Source: an optimization exercise on an open RTL-to-GDS flow (aim: small area). Production flows keep margins and buffers that such runs may drop. The RTL was checked by simulation tests, not by an equivalence proof against the original design. Power and IR drop assume default switching activity.

// xge
module xge (
    input  wire         clk,
    input  wire         rst,             
    input  wire         cmd_valid,
    output wire         cmd_ready,
    input  wire [95:0]  cmd,
    input  wire         tp_connected,    
    input  wire         rx_avail,        
    output wire         resp_valid,
    output reg  [31:0]  resp,
    output wire         tx_valid,
    input  wire         tx_ready,
    output wire [159:0] tx_data,         
    input  wire [31:0]  tx_status,       
    output wire         rx_req,
    input  wire         rx_ack,
    input  wire [3:0]   rx_len,          
    input  wire [63:0]  rx_data,         
    output reg          fb_valid,
    output reg  [7:0]   fb_tag
);
Size in the first run: ~1400 cells after synthesis, ~520 flip-flops, about 410 I/O pins.
make LEC_CHECK=0 CAP_MARGIN=20 CORE_MARGIN=2 CORE_UTILIZATION=40 CTS_BUF_LIST=sky130_fd_sc_hd__clkbuf_4 SLEW_MARGIN=20 finish   # period 11.0 ns
run.sh (not shown) runs the stock make flow with config.mk's settings and CLKGATE_MAP_FILE= SYNTH_SCRIPT=/design/flow/synth_recipe.tcl, a recipe that flattens the netlist after the stock synthesis.
Next try:
==> flow/flow/run.sh (new file) <==
#!/bin/bash
# Standard layout, with plain buf_1 cells as the port buffers.
set -euo pipefail
bash standard.sh 'BUFFER_PORTS_ARGS=-buffer_cell sky130_fd_sc_hd__buf_1' finish > make_finish.log 2>&1
==> flow/standard.sh (new file) <==
#!/bin/bash
# synth_recipe.tcl (not shown) runs the flow's synth.tcl, then flattens the netlist and writes it again
# the make line also repeats each setting of config.mk as NAME=value (left out here)
make -C /OpenROAD-flow-scripts/flow DESIGN_CONFIG=/design/flow/config.mk WORK_HOME=/design/flow/orfs CLKGATE_MAP_FILE= SYNTH_SCRIPT=/design/flow/synth_recipe.tcl "${@:-finish}"
removed: flow/run.sh
Critical path depth decreases by 1.
First-iteration DRC count is lower by 14%.
Routed wire length came out lower by 4.8%.
Next try:
==> flow/run.sh (new file) <==
#!/bin/bash
# synth_recipe.tcl (not shown) runs the flow's synth.tcl, then flattens the netlist and writes it again
# the make line also repeats each setting of config.mk as NAME=value (left out here)
make -C /OpenROAD-flow-scripts/flow DESIGN_CONFIG=/design/flow/config.mk WORK_HOME=/design/flow/orfs CLKGATE_MAP_FILE= SYNTH_SCRIPT=/design/flow/synth_recipe.tcl finish
- CTS_BUF_LIST: sky130_fd_sc_hd__clkbuf_4 -> not set
removed: flow/flow/run.sh
removed: flow/standard.sh
What happened: Total power increases by 11%; non-clock buffer count decreases by 1; sequential power hardly moves; clock power increases by 16%; worst setup slack got worse by 29 ps; global-route usage increases by 0.87 points; worst hold slack improved by 44 ps; routed wire length increases by 4.0%.

---

xge, a different RTL version from the one above (not shown whole).
Size: ~490 flip-flops, about 410 I/O pins, roughly 16000 sq um of cells after synthesis.
Settings: LEC_CHECK=0, CAP_MARGIN=20, CORE_MARGIN=2, CORE_UTILIZATION=40, CTS_CLUSTER_DIAMETER=100, CTS_CLUSTER_SIZE=24, SLEW_MARGIN=20; clock period 11.0 ns.
standard.sh (not shown) runs the stock make flow with config.mk's settings and CLKGATE_MAP_FILE= SYNTH_SCRIPT=/design/flow/synth_recipe.tcl, a recipe that flattens the netlist after the stock synthesis.
==> flow/flow/run.sh <==
#!/bin/bash
# Standard layout with three changes:
#  - synthesis maps all logic, adders included, with an area-oriented ABC script
#    (flow/area.abc) instead of mapping adders to adder cells first;
#    everything else is the standard flow's own synthesis script, so the registers are the same;
#  - the port buffers are plain buf_1 cells;
#  - constant outputs share one tie cell per value.
set -euo pipefail
W=$(pwd)
{
  head -n 1 synth_recipe.tcl
  echo 'set ::env(ADDER_MAP_FILE) ""'
  echo "proc abc {args} {"
  echo "  set i [lsearch -exact \$args -script]"
  echo "  if {\$i >= 0} { lset args [expr {\$i + 1}] {$W/flow/area.abc} }"
  echo "  yosys abc {*}\$args"
  echo "}"
  tail -n +2 synth_recipe.tcl
} > my_synth.tcl
bash standard.sh "SYNTH_SCRIPT=$W/my_synth.tcl" 'BUFFER_PORTS_ARGS=-buffer_cell sky130_fd_sc_hd__buf_1' SKIP_REPAIR_TIE_FANOUT=1 finish > make_finish.log 2>&1
==> flow/flow/area.abc <==
strash
dc2
dch -f
amap
==> next run, changes <==
--- a/flow/flow/run.sh
+++ b/flow/flow/run.sh
@@ -1,4 +1,4 @@
 #!/bin/bash
-# Standard layout with three changes:
+# Standard layout with two changes:
 #  - synthesis maps all logic, adders included, with an area-oriented ABC script
 #    (flow/area.abc) instead of mapping adders to adder cells first;
--- a/flow/config.mk
+++ b/flow/config.mk
@@ -8,6 +8,6 @@
 export CAP_MARGIN = 20
 export CORE_MARGIN = 2
-export CORE_UTILIZATION = 40
+export CORE_UTILIZATION = 65
 export CTS_CLUSTER_DIAMETER = 100
-export CTS_CLUSTER_SIZE = 24
+export CTS_CLUSTER_SIZE = 30
 export SLEW_MARGIN = 20
Outcome:
- combinational power climbs by about 3%
- non-clock buffer count came out higher by 1
- synthesized area is unchanged
- utilization is higher by 27 points
- design area decreases by 1.9%
- critical path depth climbs by 1
- final cell count shrinks by 9.5%
- clock skew grows by 0.0082 ns
- wire length came out higher by 8.0%
- via count increases by 2.6%
==> next run, changes <==
--- a/flow/flow/run.sh
+++ b/flow/flow/run.sh
@@ -1,4 +1,4 @@
 #!/bin/bash
-# Standard layout with two changes:
+# Standard layout with three changes:
 #  - synthesis maps all logic, adders included, with an area-oriented ABC script
 #    (flow/area.abc) instead of mapping adders to adder cells first;
==> flow/flow/area.abc (replaced) <==
strash
dc2
dch -f
amap -F 10 -A 20
--- a/flow/config.mk
+++ b/flow/config.mk
@@ -8,6 +8,6 @@
 export CAP_MARGIN = 20
 export CORE_MARGIN = 2
-export CORE_UTILIZATION = 65
+export CORE_UTILIZATION = 40
 export CTS_CLUSTER_DIAMETER = 100
-export CTS_CLUSTER_SIZE = 30
+export CTS_CLUSTER_SIZE = 24
 export SLEW_MARGIN = 20
What happened: Maximum frequency decreases by about 0.55%. Cell area goes up by 1.8%. Die area increases by 60%. Via count shrinks by 3.3%. First-iteration DRC count came out lower by about 25%. Utilization went down by 27 points. Setup slack loses 0.035 ns. Synthesized area drops by 0.38%. Power grows by 1.3%.
==> next run, changes <==
--- a/flow/flow/run.sh
+++ b/flow/flow/run.sh
@@ -1,4 +1,4 @@
 #!/bin/bash
-# Standard layout with three changes:
+# Standard layout with two changes:
 #  - synthesis maps all logic, adders included, with an area-oriented ABC script
 #    (flow/area.abc) instead of mapping adders to adder cells first;
==> flow/flow/area.abc (replaced) <==
strash
dc2
dch -f
amap
--- a/flow/config.mk
+++ b/flow/config.mk
@@ -9,5 +9,5 @@
 export CORE_MARGIN = 2
 export CORE_UTILIZATION = 40
-export CTS_CLUSTER_DIAMETER = 100
-export CTS_CLUSTER_SIZE = 24
+export CTS_CLUSTER_DIAMETER = 60
+export CTS_CLUSTER_SIZE = 30
 export SLEW_MARGIN = 20
What happened: The new run produced a clean layout. Die area went up by 0.37%. Setup slack loses 0.013 ns. Synthesized area went up by 0.38%.

---

build 63:
xge again, from the RTL that the note above started with.
Design xge, start of the top module:
module xge (
    input  wire         clk,
    input  wire         rst,             
    input  wire         cmd_valid,
    output wire         cmd_ready,
    input  wire [95:0]  cmd,
    input  wire         tp_connected,    
    input  wire         rx_avail,        
    output wire         resp_valid,
    output reg  [31:0]  resp,
    output wire         tx_valid,
    input  wire         tx_ready,
    output wire [159:0] tx_data,         
    input  wire [31:0]  tx_status,       
    output wire         rx_req,
    input  wire         rx_ack,
    input  wire [3:0]   rx_len,          
    input  wire [63:0]  rx_data,         
    output reg          fb_valid,
    output wire [7:0]   fb_tag
);
Settings: LEC_CHECK=0, CAP_MARGIN=0, CORE_MARGIN=2, CORE_UTILIZATION=40, CTS_CLUSTER_DIAMETER=100, CTS_CLUSTER_SIZE=24, SLEW_MARGIN=0; clock period 11.0 ns.
==> flow/flow/run.sh <==
#!/bin/bash
# Standard layout with three changes:
#  - synthesis maps all logic, adders included, with an area-oriented ABC script
#    (flow/area.abc) instead of mapping adders to adder cells first;
#    everything else is the standard flow's own synthesis script, so the registers are the same;
#  - the port buffers are plain buf_1 cells;
#  - constant outputs share one tie cell per value.
set -euo pipefail
W=$(pwd)
{
  head -n 1 synth_recipe.tcl
  echo 'set ::env(ADDER_MAP_FILE) ""'
  echo "proc abc {args} {"
  echo "  set i [lsearch -exact \$args -script]"
  echo "  if {\$i >= 0} { lset args [expr {\$i + 1}] {$W/flow/area.abc} }"
  echo "  yosys abc {*}\$args"
  echo "}"
  tail -n +2 synth_recipe.tcl
} > my_synth.tcl
bash standard.sh "SYNTH_SCRIPT=$W/my_synth.tcl" 'BUFFER_PORTS_ARGS=-buffer_cell sky130_fd_sc_hd__buf_1' SKIP_REPAIR_TIE_FANOUT=1 finish > make_finish.log 2>&1
==> flow/flow/area.abc <==
strash
dc2
dch -f
amap
The following lists how build 6 was set up differently from build 63:
# build 63
export LEC_CHECK = 0
export CAP_MARGIN = 0
export CORE_MARGIN = 2
export CORE_UTILIZATION = 40
export CTS_CLUSTER_DIAMETER = 100
export CTS_CLUSTER_SIZE = 24
export SLEW_MARGIN = 0
create_clock -name core_clock -period 11.0 [get_ports {clk}]
# build 6
export LEC_CHECK = 0
export CAP_MARGIN = 20
export CORE_MARGIN = 2
export CORE_UTILIZATION = 40
export CTS_CLUSTER_DIAMETER = 100
export CTS_CLUSTER_SIZE = 30
export SLEW_MARGIN = 20
create_clock -name core_clock -period 11.0 [get_ports {clk}]
--- a/flow/flow/run.sh
+++ b/flow/flow/run.sh
@@ -2 +2 @@
-# Standard layout with three changes:
+# Standard layout with two changes:
Findings:
- Build 6 and build 63 ended up with nearly the same worst setup margin.
- Build 6 against build 63: clock network fraction of total power -1.8 points; utilization -0.22 points; proportion of final cell area spent on non-clock buffers ~0 delta; simple logic cell fraction of the synthesized area ~0 delta; cell area after layout -0.48%.
- Maximum clock frequency of build 63 is on par with build 6.
- On global-route usage, build 6 tracks build 63 almost exactly.
- First-pass GRT wire length ended up about 0.5% lower on build 6 than on build 63.
- ~same wire length in build 6 and build 63
- Sequential share of cell area, build 6 and build 63, lower one = build 63.
The following lists how build 46 was set up differently from build 6:
# build 6
export LEC_CHECK = 0
export CAP_MARGIN = 20
export CORE_MARGIN = 2
export CORE_UTILIZATION = 40
export CTS_CLUSTER_DIAMETER = 100
export CTS_CLUSTER_SIZE = 30
export SLEW_MARGIN = 20
create_clock -name core_clock -period 11.0 [get_ports {clk}]
# build 46
export LEC_CHECK = 0
export CAP_MARGIN = 20
export CORE_MARGIN = 2
export CORE_UTILIZATION = 40
export CTS_CLUSTER_DIAMETER = 100
export CTS_CLUSTER_SIZE = 24
export SLEW_MARGIN = 20
create_clock -name core_clock -period 11.0 [get_ports {clk}]
Notes after the runs:
Build 46 ran to completion and came out clean on the timing, DRC and antenna checks.
Per the comparison of build 46 with build 6, first-iteration detailed-routing DRC count shows a reduction of 30, final worst-path cycle share decreased 0.16 points, total placed cells including tap cells did not really move.
~same ratio of routed vias to standard cells in build 6 and build 46
Compared with build 6, in build 46 final design area excluding fillers went up by 0.54%; count of buffers inserted at the top-level ports barely changed; final wirelength shows a reduction of 150 µm.
Relative to build 46, the following input files were edited for build 51:
--- a/flow/flow/run.sh
+++ b/flow/flow/run.sh
@@ -2 +2 @@
-# Standard layout with two changes:
+# Standard layout with three changes:
==> flow/flow/area.abc <==
strash
fraig
dc2
dch -f
amap
==> summary.txt <==
- The flow did not stop early for build 51: all stages ran, and the layout cleared the timing, DRC and antenna checks.
- Build 51 ended up with a lower final hold slack than build 46 did.
- Max via count normalized by instance count across build 46 and build 51: build 46
- In the metrics for build 46 and build 51, the one carrying the lower proportion of power drawn by combinational gates is build 46.
- Headroom to the max-slew limit (lower): build 51
- Compared build 51 vs build 46, and relative area change from synthesis to final layout is up in build 51.
- Compared build 46 against build 51; post-synth design cell area within noise.
- Diff build 46 -> build 51: number of DRC markers after the initial detailed-route iteration down 29, utilization up 0.24 points.
- When build 51 is set beside build 46, its final area turns out to be about 0.5% larger.
- When build 51 is set beside build 46, its switching power summed over all nets turns out to be 100 µW larger.
- On critical path depth: between build 46 and build 51, it ends up lower for build 51.

---

Another version of the RTL of xge (not shown whole).
For scale: roughly 1500 cells after synthesis, about 510 flip-flops, ~410 I/O pins, about 18000 sq um of cells after synthesis.
clock: 11.0 ns
lec_check: 0
cap_margin: 20
core_margin: 2
core_utilization: 40
cts_buf_list: sky130_fd_sc_hd__clkbuf_8
cts_cluster_diameter: 80
cts_cluster_size: 20
slew_margin: 20
==> flow/flow/run.sh <==
#!/bin/bash
# Standard layout, with plain buf_1 cells as the port buffers.
set -euo pipefail
bash standard.sh 'BUFFER_PORTS_ARGS=-buffer_cell sky130_fd_sc_hd__buf_1' finish > make_finish.log 2>&1
==> next run, changes <==
==> flow/flow/run.sh (replaced) <==
#!/bin/bash
# Standard layout with two changes:
#  - synthesis maps the logic with an area-oriented ABC script (flow/area.abc);
#    everything else is the standard flow's own synthesis script, so the registers are the same;
#  - the port buffers are plain buf_1 cells.
set -euo pipefail
W=$(pwd)
{
  head -n 1 synth_recipe.tcl
  echo "proc abc {args} {"
  echo "  set i [lsearch -exact \$args -script]"
  echo "  if {\$i >= 0} { lset args [expr {\$i + 1}] {$W/flow/area.abc} }"
  echo "  yosys abc {*}\$args"
  echo "}"
  tail -n +2 synth_recipe.tcl
} > my_synth.tcl
bash standard.sh "SYNTH_SCRIPT=$W/my_synth.tcl" 'BUFFER_PORTS_ARGS=-buffer_cell sky130_fd_sc_hd__buf_1' finish > make_finish.log 2>&1
==> flow/flow/area.abc (new file) <==
strash
dc2
dch -f
amap
--- a/flow/config.mk
+++ b/flow/config.mk
@@ -10,5 +10,4 @@
 export CORE_UTILIZATION = 40
-export CTS_BUF_LIST = sky130_fd_sc_hd__clkbuf_8
-export CTS_CLUSTER_DIAMETER = 80
-export CTS_CLUSTER_SIZE = 20
+export CTS_CLUSTER_DIAMETER = 100
+export CTS_CLUSTER_SIZE = 30
 export SLEW_MARGIN = 20
The changed run passed the timing, DRC and antenna checks.
Clock skew falls by 8.4 ps.
Sequential share of layout area rose by 3.0 points.
Cell area went down by 5.0%.
Wire length shrinks by 9.7%.
Worst hold slack gets better by 12 ps.
Core utilization grows by 0.39 points.

port drivers added, routing unchanged:
How much do the figures lean on ideal ports? The routed layouts below were timed once more, with nothing changed but the port constraints. Step 1: set_driving_cell puts a clkbuf_16 on clk and a buf_2 on each other input, an assumption about the parent block. Step 2 also shifts input and output timing later by t, the mid clock arrival at the registers, as if the neighbouring blocks saw the same clock. Three values: no drivers, after step 1, after step 2; two values: the first two.
| run | shift t [ns] | setup slack, ns | worst setup path after step 2 | latest minus earliest clock arrival (ns) | pins driven straight from the clock port |
|---|---|---|---|---|---|
| the first run of note 1 | 0.867 | 5.228 / 5.182 / 4.623 | input to register | 0.069 / 0.069 | 1 |
| the second run of note 1 | 0.843 | 5.250 / 5.207 / 5.002 | input to register | 0.114 / 0.114 | 1 |
| the third run of note 1 | 0.620 | 5.221 / 5.224 / 4.604 | input to register | 0.018 / 0.018 | 1 |
| the first run of note 2 | 0.609 | 4.489 / 4.516 / 3.907 | input to register | 0.034 / 0.034 | 1 |
| the second run of note 2 | 0.586 | 4.572 / 4.578 / 3.992 | input to register | 0.039 / 0.040 | 1 |
| the third run of note 2 | 0.612 | 4.537 / 4.483 / 4.286 | input to register | 0.041 / 0.040 | 1 |
| the fourth run of note 2 | 0.643 | 4.524 / 4.555 / 3.913 | input to register | 0.023 / 0.023 | 1 |
| build 63 | 0.609 | 4.473 / 4.502 / 3.892 | input to register | 0.044 / 0.045 | 1 |
| build 6 | 0.609 | 4.470 / 4.500 / 3.891 | input to register | 0.029 / 0.029 | 1 |
| build 46 | 0.609 | 4.489 / 4.516 / 3.907 | input to register | 0.034 / 0.034 | 1 |
| build 51 | 0.621 | 4.068 / 4.100 / 3.480 | input to register | 0.038 / 0.037 | 1 |
| the first run of note 4 | 0.635 | 4.812 / 4.840 / 4.205 | input to register | 0.039 / 0.039 | 1 |
| the second run of note 4 | 0.609 | 4.445 / 4.479 / 3.870 | input to register | 0.029 / 0.030 | 1 |
After both steps setup and hold are still met in every run listed. For the third run of note 1, which loses most, drivers alone change the setup slack by +0.003 ns; drivers and shift together by -0.617 ns.
